Source: an optimization exercise on an open RTL-to-GDS flow (aim: small area, a short achievable clock period and few clock cycles per item). Production flows keep margins and buffers that such runs may drop.
The RTL was checked by simulation tests, not by an equivalence proof against the original design.
Power is estimated from default activity; no workload was simulated.

==> flow/design.v (outline; a module is shown in full before it is edited, if it fits) <==
// module fp32_mul: 135 lines
// module mul24_rows: 1592 lines
// module fp32_add: 134 lines
// module tone_biquad: 148 lines
module tone_biquad (
    input  wire         clk,
    input  wire         rst,
    input  wire         cmd_valid,
    output wire         cmd_ready,
    input  wire [1:0]   cmd_op,
    input  wire [159:0] cmd_data,
    output wire         y_valid,
    input  wire         y_ready,
    output wire [31:0]  y
);
  // ...
==> flow/flow/run.sh <==
#!/bin/bash
# Standard layout, with timing repair aiming at 11 ns of setup slack
# (a shorter achieved period) instead of 0. Constraints are unchanged.
set -euo pipefail
export SETUP_SLACK_MARGIN=11
bash standard.sh > standard.log 2>&1
==> flow/standard.sh <==
#!/bin/bash
# synth_recipe.tcl (not shown) runs the flow's synth.tcl, then flattens the netlist and writes it again
# the make line also repeats each setting of config.mk as NAME=value (left out here)
make -C /OpenROAD-flow-scripts/flow DESIGN_CONFIG=/design/flow/config.mk WORK_HOME=/design/flow/orfs CLKGATE_MAP_FILE= SYNTH_SCRIPT=/design/flow/synth_recipe.tcl "${@:-finish}"
==> flow/config.mk <==
export PLATFORM = sky130hd
export DESIGN_NAME = tone_biquad
export DESIGN_NICKNAME = tone_biquad
export VERILOG_FILES = /design/flow/design.v
export SDC_FILE = /design/flow/constraint.sdc
export NUM_CORES = 4
export LEC_CHECK = 0
export ABC_AREA = 1
export CAP_MARGIN = 20
export CORE_MARGIN = 2
export CORE_UTILIZATION = 55
export SLEW_MARGIN = 20
==> flow/constraint.sdc <==
create_clock -name core_clock -period 17.5 [get_ports {clk}]
set_input_delay 3.5000 -clock core_clock [delete_from_list [all_inputs] [get_ports {clk}]]
set_output_delay 3.5000 -clock core_clock [all_outputs]
set_load 0.01 [all_outputs]
==> impl_metrics.env, run 1 <==
export IMPL_synth_async_reset_ratio_pct=0
export IMPL_area_dominant_class="multi-input gates"
export IMPL_combPwrFrac_pct=66.8
export IMPL_crit_path_end="u_add.r_s[17]"
export IMPL_place_inst=9881
export IMPL_nFillCells=9734
export IMPL_intPower_mw=6.52
export IMPL_synth_compound_area_share_pct=14.3
export IMPL_outcome="complete, no violations"
export IMPL_antenna_found_initial=15
export IMPL_gr_usage_met1_pct=58.1
export IMPL_r2r_slack_ns=10.84
export IMPL_cts_hold_buffers=0
export IMPL_synth_area_um2=63300
export IMPL_synth_mux_area_share_pct=0.496
export IMPL_highest_layer="met5"
export IMPL_clock_sinks=756
export IMPL_use_met2_pct=63.2
export IMPL_whs_ns=0.419
export IMPL_inverters=1327
export IMPL_hp_class="reg2reg"
export IMPL_path_clk_slew_ns=0.07
export IMPL_synth_xor_area_share_pct=2.12
export IMPL_grt_pass1_wl_mm=379
export IMPL_ys_flop_type="edfxtp_1"
export IMPL_clock_area_share_pct=3.93
export IMPL_regMostFlops="u_mul.r1_s"
export IMPL_crit_cells=28
export IMPL_vias=63326
export IMPL_synth_top_cell_by_area="edfxtp_1"
export IMPL_path_buf_inv=4
export IMPL_drv_slew=0
Testbench counts, summed over its fixed seeds: cycles 14,544, items 2,048.
==> module tone_biquad, before the edit <==
module tone_biquad (
    input  wire         clk,
    input  wire         rst,
    input  wire         cmd_valid,
    output wire         cmd_ready,
    input  wire [1:0]   cmd_op,
    input  wire [159:0] cmd_data,
    output wire         y_valid,
    input  wire         y_ready,
    output wire [31:0]  y
);
    localparam [31:0] C_03 = 32'h3E99_999A;
    function [23:0] pfx_add24;
        input [23:0] x, y;
        input        cin;
        reg   [23:0] g, p, g0, p0;
        integer l, i, j;
        begin
            g0 = x & y; p0 = x ^ y;
            g = g0; p = p0;
            g[0] = g0[0] | (p0[0] & cin);
            for (l = 0; l < 5; l = l + 1)
                for (i = 0; i < 24; i = i + 1)
                    if ((i >> l) & 1) begin
                        j = ((i >> l) << l) - 1;
                        g[i] = g[i] | (p[i] & g[j]);
                        p[i] = p[i] & p[j];
                    end
            pfx_add24 = p0 ^ {g[22:0], cin};
        end
    endfunction
    function [31:0] scl;
        input [31:0] v;
        input        k2;                
        reg   [7:0]  e;
        reg   [23:0] m, f1, f2;
        begin
            e  = v[30:23];
            m  = {|e, v[22:0]};
            f1 = pfx_add24({1'b0, m[23:1]}, 24'd0, m[0] & m[1]);
            f2 = pfx_add24({2'b00, m[23:2]}, 24'd0, m[1] & (m[0] | m[2]));
            if (&e)
                scl = v;
            else if (e > {6'd0, k2, ~k2})
                scl = {v[31], e - {6'd0, k2, ~k2}, v[22:0]};
            else if (k2 && e != 8'd2)
                scl = {v[31], 7'd0, f2};
            else
                scl = {v[31], 7'd0, f1};
        end
    endfunction
    function [31:0] dbl;
        input [31:0] v;
        begin
            if (&v[30:23])
                dbl = v;
            else if (v[30:23] == 8'd254)
                dbl = {v[31], 8'hFF, 23'd0};
            else if (v[30:23] == 8'd0)
                dbl = {v[31], v[29:0], 1'b0};
            else
                dbl = {v[31], v[30:23] + 8'd1, v[22:0]};
        end
    endfunction
    reg  [31:0] rS0, rS1, rS2, rS3, rG;
    always @(posedge clk) begin
        rS0 <= scl(cmd_data[31:0], 1'b1);
        rS1 <= scl(cmd_data[63:32], 1'b0);
        rS2 <= scl(cmd_data[95:64], 1'b1);
        rS3 <= cmd_data[127:96];
        rG  <= cmd_data[159:128];
    end
    reg  [6:0]  ph;             
    reg  [3:0]  v;
    reg         rdy, ex, ex_set;
    reg         yv, sv;
    reg  [31:0] yr, sk;
    reg  [31:0] b0, a1, a2, w1, w2, w3, xr;
    reg  [31:0] w1d;            
    wire        adv = ~sv;
    wire        start = ph[6] & cmd_valid & (cmd_op == 2'd0) & ~rdy;
    wire [6:0]  ph_n = adv ? {ph[5:0], ph[6]} : ph;
    wire [3:0]  v_n  = (adv & ph[6]) ? {v[2:0], start} : v;
    assign cmd_ready = rdy;
    assign y_valid   = yv;
    assign y         = yr;
    wire [31:0] ao, mo;
    wire [31:0] aa = ph[0] ? rS0 : ph[6] ? xr : ao;
    wire [31:0] ab = ({32{ph[0]}} & rS1) |
                     ({32{ph[1] | ph[4] | ph[6]}} & mo) |
                     ({32{ph[2]}} & rS2) |
                     ({32{ph[3]}} & w1d) |
                     ({32{ph[5]}} & w3);
    wire        asub = ph[1] | ph[6];
    wire [31:0] ma = ({32{ph[0]}} & b0) |
                     ({32{ph[1]}} & C_03) |
                     ({32{ph[3]}} & a1) |
                     ({32{ph[5]}} & a2) |
                     ({32{ph[6] | ph[2] | ph[4]}} & rG);
    wire [31:0] mb = ph[1] ? rS3 : ph[5] ? w2 : (ph[3] & ~v[2]) ? w1 : ao;
    fp32_add u_add (.clk(clk), .en(adv), .a(aa), .b(ab), .sub(asub), .y(ao));
    fp32_mul u_mul (.clk(clk), .en(adv), .a(ma), .b(mb), .y(mo));
    wire        arr  = adv & v[3] & ph[3];           
    wire        take = yv & y_ready;
    always @(posedge clk) begin
        if (rst) begin
            ph <= 7'd1; v <= 4'd0;
            rdy <= 1'b0; ex <= 1'b0; ex_set <= 1'b0;
            yv <= 1'b0; sv <= 1'b0;
            b0 <= 32'd0; a1 <= 32'd0; a2 <= 32'd0;
            w1 <= 32'd0; w2 <= 32'd0; w1d <= 32'd0;
        end else begin
            ph <= ph_n;
            v  <= v_n;
            ex     <= ~rdy & cmd_valid & (cmd_op == 2'd1 || cmd_op == 2'd2) &
                      (v_n == 4'd0);
            ex_set <= cmd_op == 2'd1;
            rdy    <= (ph_n[5] & v_n[0]) |
                      (~rdy & cmd_valid & (cmd_op != 2'd0) &
                       ((cmd_op == 2'd3) | (v_n == 4'd0)));
            if (arr) begin
                if (~yv | take) begin
                    yr <= mo; yv <= 1'b1;
                end else begin
                    sk <= mo; sv <= 1'b1;
                end
            end else if (take) begin
                if (sv) begin
                    yr <= sk; sv <= 1'b0;
                end else begin
                    yv <= 1'b0;
                end
            end
            if (ex) begin
                w1 <= 32'd0; w2 <= 32'd0; w1d <= 32'd0;
                if (ex_set) begin
                    b0 <= cmd_data[31:0]; a1 <= cmd_data[63:32]; a2 <= cmd_data[95:64];
                end
            end else if (adv & v[2] & ph[3]) begin
                w1 <= ao; w2 <= w1; w1d <= dbl(ao);
            end
        end
    end
    always @(posedge clk) begin
        if (adv & v[2] & ph[3]) w3 <= w2;
        if (adv & v[1] & ph[2]) xr <= mo;
    end
endmodule
==> run 2, diff against run 1 <==
--- a/flow/design.v
+++ b/flow/design.v
@@ -1946,19 +1946,25 @@
     assign y_valid   = yv;
     assign y         = yr;
     wire [31:0] ao, mo;
+    reg  [31:0] ma_r, mb_r, ab_r;
+    reg         mb_ao;              
     wire [31:0] aa = ph[0] ? rS0 : ph[6] ? xr : ao;
-    wire [31:0] ab = ({32{ph[0]}} & rS1) |
-                     ({32{ph[1] | ph[4] | ph[6]}} & mo) |
-                     ({32{ph[2]}} & rS2) |
-                     ({32{ph[3]}} & w1d) |
-                     ({32{ph[5]}} & w3);
+    wire [31:0] ab = ph[0] ? rS1 : (ph[1] | ph[4] | ph[6]) ? mo : ab_r;
     wire        asub = ph[1] | ph[6];
-    wire [31:0] ma = ({32{ph[0]}} & b0) |
-                     ({32{ph[1]}} & C_03) |
-                     ({32{ph[3]}} & a1) |
-                     ({32{ph[5]}} & a2) |
-                     ({32{ph[6] | ph[2] | ph[4]}} & rG);
-    wire [31:0] mb = ph[1] ? rS3 : ph[5] ? w2 : (ph[3] & ~v[2]) ? w1 : ao;
+    wire [31:0] ma = ma_r;
+    wire [31:0] mb = mb_ao ? ao : mb_r;
+    always @(posedge clk) begin
+        if (adv) begin
+            ma_r <= ({32{ph_n[0]}} & b0) |
+                    ({32{ph_n[1]}} & C_03) |
+                    ({32{ph_n[3]}} & a1) |
+                    ({32{ph_n[5]}} & a2) |
+                    ({32{ph_n[6] | ph_n[2] | ph_n[4]}} & rG);
+            mb_r <= ph_n[1] ? rS3 : ph_n[5] ? w2 : w1;
+            mb_ao <= ph_n[0] | ph_n[6] | (ph_n[3] & v_n[2]);
+            ab_r <= ph_n[2] ? rS2 : ph_n[3] ? w1d : w3;
+        end
+    end
     fp32_add u_add (.clk(clk), .en(adv), .a(aa), .b(ab), .sub(asub), .y(ao));
     fp32_mul u_mul (.clk(clk), .en(adv), .a(ma), .b(mb), .y(mo));
     wire        arr  = adv & v[3] & ph[3];           
==> flow/flow/run.sh (replaced) <==
#!/bin/bash
# Standard layout, with timing repair aiming at 12 ns of setup slack
# (a shorter achieved period) instead of 0. Constraints are unchanged.
set -euo pipefail
export SETUP_SLACK_MARGIN=12
bash standard.sh > standard.log 2>&1
--- a/flow/config.mk
+++ b/flow/config.mk
@@ -8,5 +8,5 @@
 export ABC_AREA = 1
 export CAP_MARGIN = 20
 export CORE_MARGIN = 2
-export CORE_UTILIZATION = 55
+export CORE_UTILIZATION = 40
 export SLEW_MARGIN = 20
==> run 2 against run 1 <==
Routed wire length is 11% higher. Final cell count increased by 12%. Critical endpoint is now u_add.r_s[16]. Register-to-register slack improved by 0.23 ns. Via count increased by 3.5%. Flip-flop and latch count rose by 97. Clock power increased by 11%. Synthesized cell count rose by 2.5%. Global-route usage is 10 points lower. Largest power group unchanged. Non-clock buffer count up 372. Still clean. First-iteration DRC count down 17%.
==> impl_metrics.env, run 2 <==
export IMPL_vias=65513
export IMPL_ys_flop_type="edfxtp_1"
export IMPL_hp_class="reg2reg"
export IMPL_drtAntennaViolNets=0
export IMPL_peakVddDrop_mv=0.130
export IMPL_die_area_um2=170000
export IMPL_path_clk_slew_ns=0.07
export IMPL_regMostFlops="u_mul.r1_s"
export IMPL_clockPowerShare_pct=13.9
export IMPL_worst_slack_ns=11.06
export IMPL_synth_seq_cells=853
export IMPL_layout_worst_path_cycle_share_pct=36.8
export IMPL_place_inst=10743
export IMPL_clockBufferDepth=3
export IMPL_setup_viol=0
export IMPL_cts_max_level=3
export IMPL_outcome="complete, no violations"
export IMPL_dr_pass1_iters=7
export IMPL_synthCells=8657
export IMPL_design_area_um2=83800
export IMPL_gp_congestion=1.05
export IMPL_startpoint_type="register"
export IMPL_overflow=0
export IMPL_drtIter0Drc=7704
export IMPL_p_leak_nw=36.8
export IMPL_reg_top3="u_mul.r1_s (47), u_mul.r1_c (46)"
export IMPL_p_seq_share_pct=20.3
export IMPL_combPwrFrac_pct=65.8
export IMPL_cpMaxStageDelayCell="fa_2"
export IMPL_synth_edff_count=486
export IMPL_largest_reg_flops=47
export IMPL_syn_avg_cell_area_um2=7.69
export IMPL_intPower_mw=7.27
export IMPL_relSlewSlack_pct=15.5
export IMPL_synth_async_reset_ratio_pct=0
export IMPL_critPathMaxFanout=7
export IMPL_yosysMostFrequentCell="nand2_1"
export IMPL_synthTopCellsByCount="nand2_1, inv_1, nor2_1"
export IMPL_hold_violations=0
export IMPL_place_ws_ns=8.57
export IMPL_cpMostUsedCell="nor2_4"
export IMPL_ys_seq_area_share_pct=33.0
export IMPL_clock_sinks=853
export IMPL_fp_dieW_um=412
export IMPL_skew_ns=0.0474
export IMPL_drive_above_1_share_pct=19.2
export IMPL_drc=0
export IMPL_synth_area_leaders="edfxtp_1, fa_1, dfxtp_1, nand2_1, inv_1"
export IMPL_final_cell_mix="nand2_1, inv_1, nor2_1"
export IMPL_grt_use_total_pct=33.2
export IMPL_final_util_pct=50.7
export IMPL_synth_area_um2=66600
export IMPL_clkLatencyLatePin_ns=0.73
export IMPL_drv_slew=0
export IMPL_vias_per_cell=5.69
export IMPL_start_util_pct=40.3
export IMPL_criticalPathCategory="reg2reg"
export IMPL_end_kind="register"
export IMPL_synthesis_nets=9538
export IMPL_core_region_area_um2=165000
export IMPL_detail_route_wl_per_cell_um=25.4
export IMPL_die_h_um=412
export IMPL_sw_frac_of_total_pct=50.5
export IMPL_drt_total_wl_mm=293
export IMPL_io_pins=200
export IMPL_synth_top_cell_by_area="edfxtp_1"
export IMPL_root_buffer="clkbuf_16"
export IMPL_syn_to_final_growth_pct=25.9
export IMPL_grt_pass1_vias=61743
export IMPL_cp_arrival_ns=6.88
export IMPL_maxCapViolCount=0
export IMPL_worst_pin_slew_ns=1.25
export IMPL_synth_top_area_share_pct=21.9
export IMPL_cts_made_buffers=94
export IMPL_dpl_hpwl_mm=212
export IMPL_fin_nets=10123
export IMPL_portBuffers=199
export IMPL_fmax_ghz=0.155
export IMPL_final_common_cell="nand2_1"
export IMPL_ys_types=70
export IMPL_switching_power_mw=7.43
export IMPL_placed_cell_area_um2=71200
export IMPL_cp_required_ns=17.94
export IMPL_cts_tree="built"
export IMPL_p_per_area_nw_per_um2=175
export IMPL_fin_cells=11516
export IMPL_period_minus_slack_ns=6.44
export IMPL_antenna_found_initial=21
export IMPL_yosysWarnings=3
export IMPL_max_stage_delay_ns=0.48
export IMPL_fin_tns_setup_ns=0
export IMPL_grt_pass1_wl_mm=414
export IMPL_grt_max_degree=159
export IMPL_rsz0062_at_grt="true"
export IMPL_rows=149
[run 2: cell type report]
cell class              count  area (um^2)
multi-input cells        6086        42200
repair buffers            879         8490
inverters                1320         5230
fillers                 15774        81400
flip-flops and latches    853        22000
clock inverters            61          611
repair inverters            8         47.5
diodes                      5         12.5
clock buffers             115         2530
well taps                2189         2740
[run 2: cells by family (layout without fill, tap and decap cells)]
| group | after synthesis | count (layout) | synth area share [%] |
|---|---|---|---|
| flip-flops | 853 | 853 | 33.0 |
| XOR/XNOR | 147 | 147 | 1.93 |
| multiplexers | 31 | 31 | 0.472 |
| buffers and inverters | 1734 | 2383 | 9.94 |
| adder cells (fa/ha/maj) | 715 | 715 | 19.0 |
| AND/OR/NAND/NOR | 3590 | 3606 | 22.3 |
| AO/OA/AOI/OAI | 1587 | 1587 | 13.3 |
| other | 0 | 5 | 0 |
[run 2: per-layer routing]
layer	wire (um)	share of wire [%]	GRT usage, %
met1	122000	42	46.2
met2	123000	42	48.5
met3	33500	11	9.39
met4	13400	4.6	13.1
met5	126	0.043	0
[run 2: worst max-delay path: cells and delay by family, from the launching register on]
kind | cells | cell delay (ns)
AOI/OAI and AO/OA | 10 | 1.74
and+or+nand+nor | 15 | 1.95
xor gates and xnor gates | 1 | 0.29
DFF | 1 | 0.36
adders and majority gates | 5 | 1.40
buffers and inverters | 5 | 0.38
[run 2: final timing paths]
| path | cells after the start | endpoint | slack, ns | startpoint |
|---|---|---|---|---|
| min | 0 | u_mul.r2_e[8] | 0.42 | u_mul.r1_e[8] |
| min reg2reg | 0 | u_mul.r2_e[8] | 0.42 | u_mul.r1_e[8] |
| max reg2reg | 36 | u_add.r_s[16] | 11.06 | ph[6] |
| max | 36 | u_add.r_s[16] | 11.06 | ph[6] |
[run 2: timing repair]
item / 4_1_cts / 5_1_grt
pin swaps: 239 / 318
setup buffers: 363 / 185
setup endpoints to repair: 168 / 176
resized for setup: 689 / 604
hold buffers: 0 / 0
cloned: 35 / 9
[run 2: power groups by stage]
stage                     Clock, mW  Combinational (mW)  Sequential [mW]
final                          2.05                9.67             2.98
after global routing           2.14                10.4             2.99
after CTS                      2.07                8.67             2.96
after detailed placement          0                7.36             3.03
after global placement            0                7.36             3.03
after floorplan                   0                4.88             2.83
[run 2: metrics by stage]
step / power, mW / hold slack [ns]
5_1_grt: 15.6 / 0.404
4_1_cts: 13.7 / 0.408
2_1_floorplan: 7.71 / 0.400
6_report: 14.7 / 0.419
3_3_place_gp: 10.4 / 0.406
3_5_place_dp: 10.4 / 0.406
Testbench counts of run 2, summed over its fixed seeds: cycles 14,544, items 2,048.
==> module fp32_add, before the edit <==
module fp32_add (
    input  wire        clk,
    input  wire        en,
    input  wire [31:0] a,
    input  wire [31:0] b,
    input  wire        sub,
    output reg  [31:0] y
);
    wire        sa = a[31];
    wire        sb = b[31] ^ sub;
    wire [7:0]  ea = a[30:23], eb = b[30:23];
    wire        a_nan = (&ea) & (|a[22:0]);
    wire        b_nan = (&eb) & (|b[22:0]);
    wire        a_inf = (&ea) & ~(|a[22:0]);
    wire        b_inf = (&eb) & ~(|b[22:0]);
    wire        ah = |ea, bh = |eb;
    wire [7:0]  xa = {ea[7:1], ea[0] | ~ah};
    wire [7:0]  xb = {eb[7:1], eb[0] | ~bh};
    wire [23:0] ma = {ah, a[22:0]};
    wire [23:0] mb = {bh, b[22:0]};
    wire [8:0]  dab = {1'b0, xa} - {1'b0, xb};
    wire [7:0]  dba = xb - xa;
    wire        ge  = ~dab[8];                    
    wire [23:0] mp  = ge ? ma : mb;
    wire [7:0]  xp  = ge ? xa : xb;
    wire        sp  = ge ? sa : sb;
    wire        sq  = ge ? sb : sa;
    wire        esub = sa ^ sb;
    function [26:0] align;
        input [23:0] m;
        input [7:0]  d;
        reg   [26:0] m0, ms;
        reg          lost;
        begin
            m0   = {m, 3'b000};
            ms   = m0 >> d[4:0];
            lost = |(m0 & ~(27'h7FF_FFFF << d[4:0]));
            if (|d[7:5])
                align = {26'd0, |m};
            else
                align = {ms[26:1], ms[0] | lost};
        end
    endfunction
    function [27:0] pfx_add;
        input [27:0] x, y;
        input        cin;
        reg   [27:0] g, p, g0, p0;
        integer l, i, j;
        begin
            g0 = x & y; p0 = x ^ y;
            g = g0; p = p0;
            g[0] = g0[0] | (p0[0] & cin);
            for (l = 0; l < 5; l = l + 1)
                for (i = 0; i < 28; i = i + 1)
                    if ((i >> l) & 1) begin
                        j = ((i >> l) << l) - 1;
                        g[i] = g[i] | (p[i] & g[j]);
                        p[i] = p[i] & p[j];
                    end
            pfx_add = p0 ^ {g[26:0], cin};
        end
    endfunction
    wire [26:0] aq   = ge ? align(mb, dab[7:0]) : align(ma, dba);
    wire [26:0] ap   = {mp, 3'b000};
    wire [27:0] s1   = pfx_add({1'b0, ap}, {1'b0, aq} ^ {28{esub}}, esub);
    wire [23:0] s2   = mb - ma;
    wire        neg  = esub & (xa == xb) & (mb > ma);
    wire [27:0] s    = neg ? {1'b0, s2, 3'b000} : s1;
    wire        sr   = neg ? sq : sp;
    wire        snan = a_nan | b_nan | (a_inf & b_inf & esub);
    wire        sinf = a_inf | b_inf;
    wire        sinfs = a_inf ? sa : sb;
    reg [27:0]  r_s;
    reg [7:0]   r_xp;
    reg         r_sr, r_nan, r_inf, r_infs, r_zs;
    always @(posedge clk) if (en) begin
        r_s    <= s;
        r_xp   <= xp;
        r_sr   <= sr;
        r_nan  <= snan;
        r_inf  <= sinf;
        r_infs <= sinfs;
        r_zs   <= sa & sb;
    end
    function [30:0] pfx_add31;
        input [30:0] x, y;
        input        cin;
        reg   [30:0] g, p, g0, p0;
        integer l, i, j;
        begin
            g0 = x & y; p0 = x ^ y;
            g = g0; p = p0;
            g[0] = g0[0] | (p0[0] & cin);
            for (l = 0; l < 5; l = l + 1)
                for (i = 0; i < 31; i = i + 1)
                    if ((i >> l) & 1) begin
                        j = ((i >> l) << l) - 1;
                        g[i] = g[i] | (p[i] & g[j]);
                        p[i] = p[i] & p[j];
                    end
            pfx_add31 = p0 ^ {g[29:0], cin};
        end
    endfunction
    wire [7:0]  xm1  = r_xp - 8'd1;
    wire [31:0] mk   = (xm1 < 8'd27) ? (32'h0400_0000 >> xm1[4:0]) : 32'd0;
    wire [31:0] zv   = {r_s[26:0] | mk[26:0], 5'b11111};
    function [4:0] lzc32;
        input [31:0] v;
        reg   [4:0]  n;
        reg   [31:0] t;
        begin
            t = v; n = 5'd0;
            if (t[31:16] == 16'd0) begin n[4] = 1'b1; t = {t[15:0], 16'd0}; end
            if (t[31:24] == 8'd0)  begin n[3] = 1'b1; t = {t[23:0], 8'd0};  end
            if (t[31:28] == 4'd0)  begin n[2] = 1'b1; t = {t[27:0], 4'd0};  end
            if (t[31:30] == 2'd0)  begin n[1] = 1'b1; t = {t[29:0], 2'd0};  end
            if (t[31] == 1'b0)     n[0] = 1'b1;
            lzc32 = n;
        end
    endfunction
    wire [4:0]  lsh  = lzc32(zv);
    wire [26:0] sl   = r_s[26:0] << lsh;
    wire [26:0] sn   = r_s[27] ? {r_s[27:2], r_s[1] | r_s[0]} : sl;
    wire [8:0]  en_  = r_s[27] ? ({1'b0, r_xp} + 9'd1) : ({1'b0, r_xp} - {4'd0, lsh});
    wire [7:0]  ef   = sn[26] ? en_[7:0] : 8'd0;
    wire        rup  = sn[2] & (sn[1] | sn[0] | sn[3]);
    wire [30:0] magr = pfx_add31({ef, sn[25:3]}, 31'd0, rup);
    wire [31:0] res = r_nan ? 32'h7FC0_0000 :
                      r_inf ? {r_infs, 8'hFF, 23'd0} :
                      (r_s == 28'd0) ? {r_zs, 31'd0} :
                      (en_ >= 9'd255) ? {r_sr, 8'hFF, 23'd0} :
                      {r_sr, magr};
    always @(posedge clk) if (en) y <= res;
endmodule
==> run 3, diff against run 2 <==
--- a/flow/design.v
+++ b/flow/design.v
@@ -1745,8 +1745,27 @@
     wire [7:0]  xb = {eb[7:1], eb[0] | ~bh};
     wire [23:0] ma = {ah, a[22:0]};
     wire [23:0] mb = {bh, b[22:0]};
-    wire [8:0]  dab = {1'b0, xa} - {1'b0, xb};
-    wire [7:0]  dba = xb - xa;
+    function [8:0] pfx_add9;
+        input [8:0] x, y;
+        input       cin;
+        reg   [8:0] g, p, g0, p0;
+        integer l, i, j;
+        begin
+            g0 = x & y; p0 = x ^ y;
+            g = g0; p = p0;
+            g[0] = g0[0] | (p0[0] & cin);
+            for (l = 0; l < 4; l = l + 1)
+                for (i = 0; i < 9; i = i + 1)
+                    if ((i >> l) & 1) begin
+                        j = ((i >> l) << l) - 1;
+                        g[i] = g[i] | (p[i] & g[j]);
+                        p[i] = p[i] & p[j];
+                    end
+            pfx_add9 = p0 ^ {g[7:0], cin};
+        end
+    endfunction
+    wire [8:0]  dab = pfx_add9({1'b0, xa}, {1'b1, ~xb}, 1'b1);     
+    wire [7:0]  dba = pfx_add9({1'b0, xb}, {1'b1, ~xa}, 1'b1);     
     wire        ge  = ~dab[8];                    
     wire [23:0] mp  = ge ? ma : mb;
     wire [7:0]  xp  = ge ? xa : xb;
@@ -1934,11 +1953,10 @@
     reg  [6:0]  ph;             
     reg  [3:0]  v;
     reg         rdy, ex, ex_set;
-    reg         yv, sv;
-    reg  [31:0] yr, sk;
+    reg         yv;
+    reg  [31:0] yr;
     reg  [31:0] b0, a1, a2, w1, w2, w3, xr;
-    reg  [31:0] w1d;            
-    wire        adv = ~sv;
+    wire        adv = ~(v[3] & ph[3] & yv & ~y_ready);
     wire        start = ph[6] & cmd_valid & (cmd_op == 2'd0) & ~rdy;
     wire [6:0]  ph_n = adv ? {ph[5:0], ph[6]} : ph;
     wire [3:0]  v_n  = (adv & ph[6]) ? {v[2:0], start} : v;
@@ -1962,7 +1980,7 @@
                     ({32{ph_n[6] | ph_n[2] | ph_n[4]}} & rG);
             mb_r <= ph_n[1] ? rS3 : ph_n[5] ? w2 : w1;
             mb_ao <= ph_n[0] | ph_n[6] | (ph_n[3] & v_n[2]);
-            ab_r <= ph_n[2] ? rS2 : ph_n[3] ? w1d : w3;
+            ab_r <= ph_n[2] ? rS2 : ph_n[3] ? dbl(w1) : w3;
         end
     end
     fp32_add u_add (.clk(clk), .en(adv), .a(aa), .b(ab), .sub(asub), .y(ao));
@@ -1973,9 +1991,9 @@
         if (rst) begin
             ph <= 7'd1; v <= 4'd0;
             rdy <= 1'b0; ex <= 1'b0; ex_set <= 1'b0;
-            yv <= 1'b0; sv <= 1'b0;
+            yv <= 1'b0;
             b0 <= 32'd0; a1 <= 32'd0; a2 <= 32'd0;
-            w1 <= 32'd0; w2 <= 32'd0; w1d <= 32'd0;
+            w1 <= 32'd0; w2 <= 32'd0;
         end else begin
             ph <= ph_n;
             v  <= v_n;
@@ -1986,25 +2004,17 @@
                       (~rdy & cmd_valid & (cmd_op != 2'd0) &
                        ((cmd_op == 2'd3) | (v_n == 4'd0)));
             if (arr) begin
-                if (~yv | take) begin
-                    yr <= mo; yv <= 1'b1;
-                end else begin
-                    sk <= mo; sv <= 1'b1;
-                end
+                yr <= mo; yv <= 1'b1;
             end else if (take) begin
-                if (sv) begin
-                    yr <= sk; sv <= 1'b0;
-                end else begin
-                    yv <= 1'b0;
-                end
+                yv <= 1'b0;
             end
             if (ex) begin
-                w1 <= 32'd0; w2 <= 32'd0; w1d <= 32'd0;
+                w1 <= 32'd0; w2 <= 32'd0;
                 if (ex_set) begin
                     b0 <= cmd_data[31:0]; a1 <= cmd_data[63:32]; a2 <= cmd_data[95:64];
                 end
             end else if (adv & v[2] & ph[3]) begin
-                w1 <= ao; w2 <= w1; w1d <= dbl(ao);
+                w1 <= ao; w2 <= w1;
             end
         end
     end
==> flow/flow/run.sh (replaced) <==
#!/bin/bash
# Standard layout, with timing repair aiming at 11.5 ns of setup slack
# (a shorter achieved period) instead of 0. Constraints are unchanged.
set -euo pipefail
export SETUP_SLACK_MARGIN=11.5
bash standard.sh > standard.log 2>&1
--- a/flow/config.mk
+++ b/flow/config.mk
@@ -8,5 +8,5 @@
 export ABC_AREA = 1
 export CAP_MARGIN = 20
 export CORE_MARGIN = 2
-export CORE_UTILIZATION = 40
+export CORE_UTILIZATION = 55
 export SLEW_MARGIN = 20
==> run 3 against run 2 <==
Worst hold slack got worse by 0.0087 ns. Clock skew rose by 0.034 ns. Register-to-register slack worse by 0.13 ns. Largest power group unchanged. Cell area fell by 7.6%. Routed wire length shrank 11%. Combinational power down 14%. First-iteration DRC count rose by 16%.
==> impl_metrics.env, run 3 <==
export IMPL_ys_flop_type="edfxtp_1"
export IMPL_synthesis_nets=9237
export IMPL_worst_pin_slew_ns=1.23
export IMPL_grt_pass1_vias=58800
export IMPL_cp_arrival_ns=7.03
export IMPL_nFillCells=9705
export IMPL_crit_start="ph[6]"
export IMPL_cp_required_ns=17.97
export IMPL_fmax_ghz=0.152
export IMPL_clockPowerShare_pct=14.7
export IMPL_drv_slew=0
export IMPL_final_cell_mix="nand2_1, inv_1, nor2_1"
export IMPL_synth_area_leaders="edfxtp_1, fa_1, dfxtp_1, nand2_1, inv_1"
export IMPL_clockBufferDepth=3
export IMPL_reg_top3="u_mul.r1_s (47), u_mul.r1_c (46)"
export IMPL_critPathMaxFanout=4
export IMPL_place_inst=9769
export IMPL_rows=125
export IMPL_ys_types=69
export IMPL_yosysWarnings=3
export IMPL_antenna_found_initial=31
export IMPL_die_area_um2=119000
export IMPL_syn_to_final_growth_pct=20.6
export IMPL_hold_violations=0
export IMPL_grt_max_degree=166
export IMPL_yosysMostFrequentCell="nand2_1"
export IMPL_fin_nets=9621
export IMPL_outcome="complete, no violations"
export IMPL_drc=0
export IMPL_drt_total_wl_mm=259
export IMPL_overflow=0
export IMPL_switching_power_mw=6.65
export IMPL_synth_top_family_by_area="simple AND/OR/NAND/NOR gates"
export IMPL_start_util_pct=55.3
export IMPL_cts_tree="built"
export IMPL_hp_class="reg2reg"
export IMPL_relSlewSlack_pct=18.0
export IMPL_cpMostUsedCell="nor2_4"
export IMPL_peakVddDrop_mv=0.145
export IMPL_clock_sinks=789
export IMPL_dr_pass1_iters=7
export IMPL_p_seq_share_pct=22.0
export IMPL_final_util_pct=66.7
export IMPL_die_h_um=346
export IMPL_grt_pass1_wl_mm=371
export IMPL_vias_per_cell=6.12
export IMPL_regMostFlops="u_mul.r1_s"
export IMPL_path_clk_slew_ns=0.07
export IMPL_hp_start="u_mul.r1_e[8]"
export IMPL_synth_top_cell_by_area="edfxtp_1"
export IMPL_combPwrFrac_pct=63.2
export IMPL_drtAntennaViolNets=0
export IMPL_detail_route_wl_per_cell_um=25.1
export IMPL_io_pins=200
export IMPL_root_buffer="clkbuf_16"
export IMPL_grt_use_total_pct=41.4
export IMPL_max_stage_delay_ns=0.60
export IMPL_gp_congestion=1.03
export IMPL_criticalPathCategory="reg2reg"
export IMPL_clkLatencyLatePin_ns=0.73
export IMPL_synth_edff_count=454
export IMPL_synth_mux_area_share_pct=0.524
export IMPL_synthCells=8348
export IMPL_drtIter0Drc=8910
export IMPL_maxCapViolCount=0
export IMPL_cts_max_level=3
export IMPL_syn_avg_cell_area_um2=7.69
export IMPL_synth_async_reset_ratio_pct=0
export IMPL_drive_above_1_share_pct=13.9
export IMPL_synth_seq_cells=789
export IMPL_core_region_area_um2=116000
export IMPL_end_kind="register"
export IMPL_vias=63266
export IMPL_dpl_hpwl_mm=185
export IMPL_startpoint_type="register"
export IMPL_p_leak_nw=34.8
export IMPL_fin_tns_setup_ns=0
export IMPL_synthTopCellsByCount="nand2_1, inv_1, nor2_1"
export IMPL_portBuffers=199
export IMPL_synthSimpleGateAreaFrac_pct=22.0
export IMPL_fp_dieW_um=346
export IMPL_sw_frac_of_total_pct=50.6
export IMPL_ys_seq_area_share_pct=31.7
export IMPL_setup_viol=0
export IMPL_synthAdderAreaFrac_pct=20.0
export IMPL_skew_ns=0.0812
export IMPL_rr_startpoint="ph[6]"
export IMPL_layout_worst_path_cycle_share_pct=37.5
export IMPL_synth_top_area_share_pct=21.2
export IMPL_period_minus_slack_ns=6.56
export IMPL_rsz0062_at_grt="true"
export IMPL_largest_reg_flops=47
export IMPL_synth_area_um2=64200
export IMPL_fin_cells=10334
export IMPL_intPower_mw=6.48
export IMPL_cts_made_buffers=88
export IMPL_synth_xor_area_share_pct=2.21
export IMPL_synth_compound_area_share_pct=13.5
export IMPL_p_per_area_nw_per_um2=170
export IMPL_final_common_cell="nand2_1"
export IMPL_cpMaxStageDelayCell="fa_2"
run 3: changes by cell type in the layout (fill, tap and decap cells not counted), sizes merged, moves of 56 or more:
| cell | before | now |
|---|---|---|
| buf | 672 | 459 |
| nor2 | 1198 | 1023 |
| nand2 | 1748 | 1637 |
| nand3 | 380 | 474 |
| a31oi | 121 | 65 |
run 3: final timing paths:
kind,slack [ns],to,depth (start not counted)
worst max register to register,10.94,u_add.r_s[16],37
worst min register to register,0.41,u_mul.r2_e[8],0
worst min-delay path,0.41,u_mul.r2_e[8],0
worst max-delay path,10.94,u_add.r_s[16],37
run 3: timing repair:
item	4_1_cts	5_1_grt
gates cloned	25	13
resized for setup	358	435
hold buffers	0	0
pin swaps	126	185
buffers inserted	209	150
setup endpoints to repair	264	136
run 3: logic make-up after synthesis:
family / after synthesis
flip-flops: 789
AND/OR/NAND/NOR: 3383
multiplexers: 33
buffers and inverters: 1707
adder cells (fa/ha/maj): 723
AO/OA/AOI/OAI: 1551
XOR/XNOR: 162
run 3: power groups by stage:
stage	clock, mW	sequential [mW]	combinational (mW)
after detailed placement	0	2.89	6.41
after CTS	1.94	2.85	7.22
after global routing	2.01	2.88	8.92
after floorplan	0	2.62	4.41
after global placement	0	2.90	6.35
final	1.93	2.89	8.30
run 3: worst max-delay path, delay by kind of cell (launching register included):
kind                     cells  cell delay, ns
AO/OA/AOI/OAI               10            1.41
flip-flops                   1            0.35
buffers and inverters        7            0.77
adder cells (fa/ha/maj)      6            2.01
AND/OR/NAND/NOR             14            1.80
run 3: per-layer routing:
metal	GRT usage, %	wire, um	part of all wire, %
met1	56.8	99300	38
met2	59.5	107000	41
met3	13.7	37600	15
met4	18.2	14700	5.7
met5	0.360	180	0.069
run 3: stage by stage:
step,power [mW],setup WS (ns),area (um^2),hold WS [ns]
after global routing,13.8,10.72,77400,0.422
final,13.1,10.94,77400,0.411
after global placement,9.24,8.96,67700,0.402
after CTS,12.0,11.23,74300,0.415
after floorplan,7.03,6.84,64600,0.400
after detailed placement,9.30,8.78,67700,0.405
run 3: layout make-up:
| type | count | area [um^2] | area share (%) |
|---|---|---|---|
| inverters | 1304 | 5140 | 6.64 |
| clock buffers | 115 | 2420 | 3.12 |
| flip-flops and latches | 789 | 20300 | 26.3 |
| well taps | 1524 | 1910 | 2.46 |
| repair inverters | 5 | 48.8 | 0.0630 |
| multi-input cells | 5865 | 40200 | 51.9 |
| clock inverters | 51 | 612 | 0.790 |
| repair buffers | 679 | 6800 | 8.78 |
| diodes | 2 | 5.00 | 0.00646 |
Testbench counts of run 3, summed over its fixed seeds: cycles 14,544, items 2,048.

-- re-timing with driven ports --
In the flow no input, the clock included, has a driving cell. The finished layouts below were timed again as built, in two steps. Step 1 sets driving cells, clkbuf_16 on the clock port and buf_2 on the other inputs (assumed; they add their load-dependent delay and slew). Step 2 moves the port delays by t, midway between the first and last clock arrival at a register: inputs arrive t later, outputs are due t later. That takes back most of the time a late clock gives input paths. Three values: ideal, step 1, step 2; two values: the first two.
run | t, ns | slack for setup (ns) | worst setup path after step 2 | worst register clock-pin slew, ns | worst slew at a driven data input, ns
run 1 | 0.761 | 10.838 / 10.838 / 10.505 | input to register | 0.07 / 0.07 | 0.08
run 2 | 0.779 | 11.064 / 11.064 / 11.064 | register to register | 0.07 / 0.07 | 0.08
run 3 | 0.778 | 10.936 / 10.936 / 10.754 | input to register | 0.08 / 0.08 | 0.07
After both steps setup and hold are still met in every run listed. For run 1, which loses most, drivers alone change the setup slack by 0.000 ns; drivers and shift together by -0.333 ns.
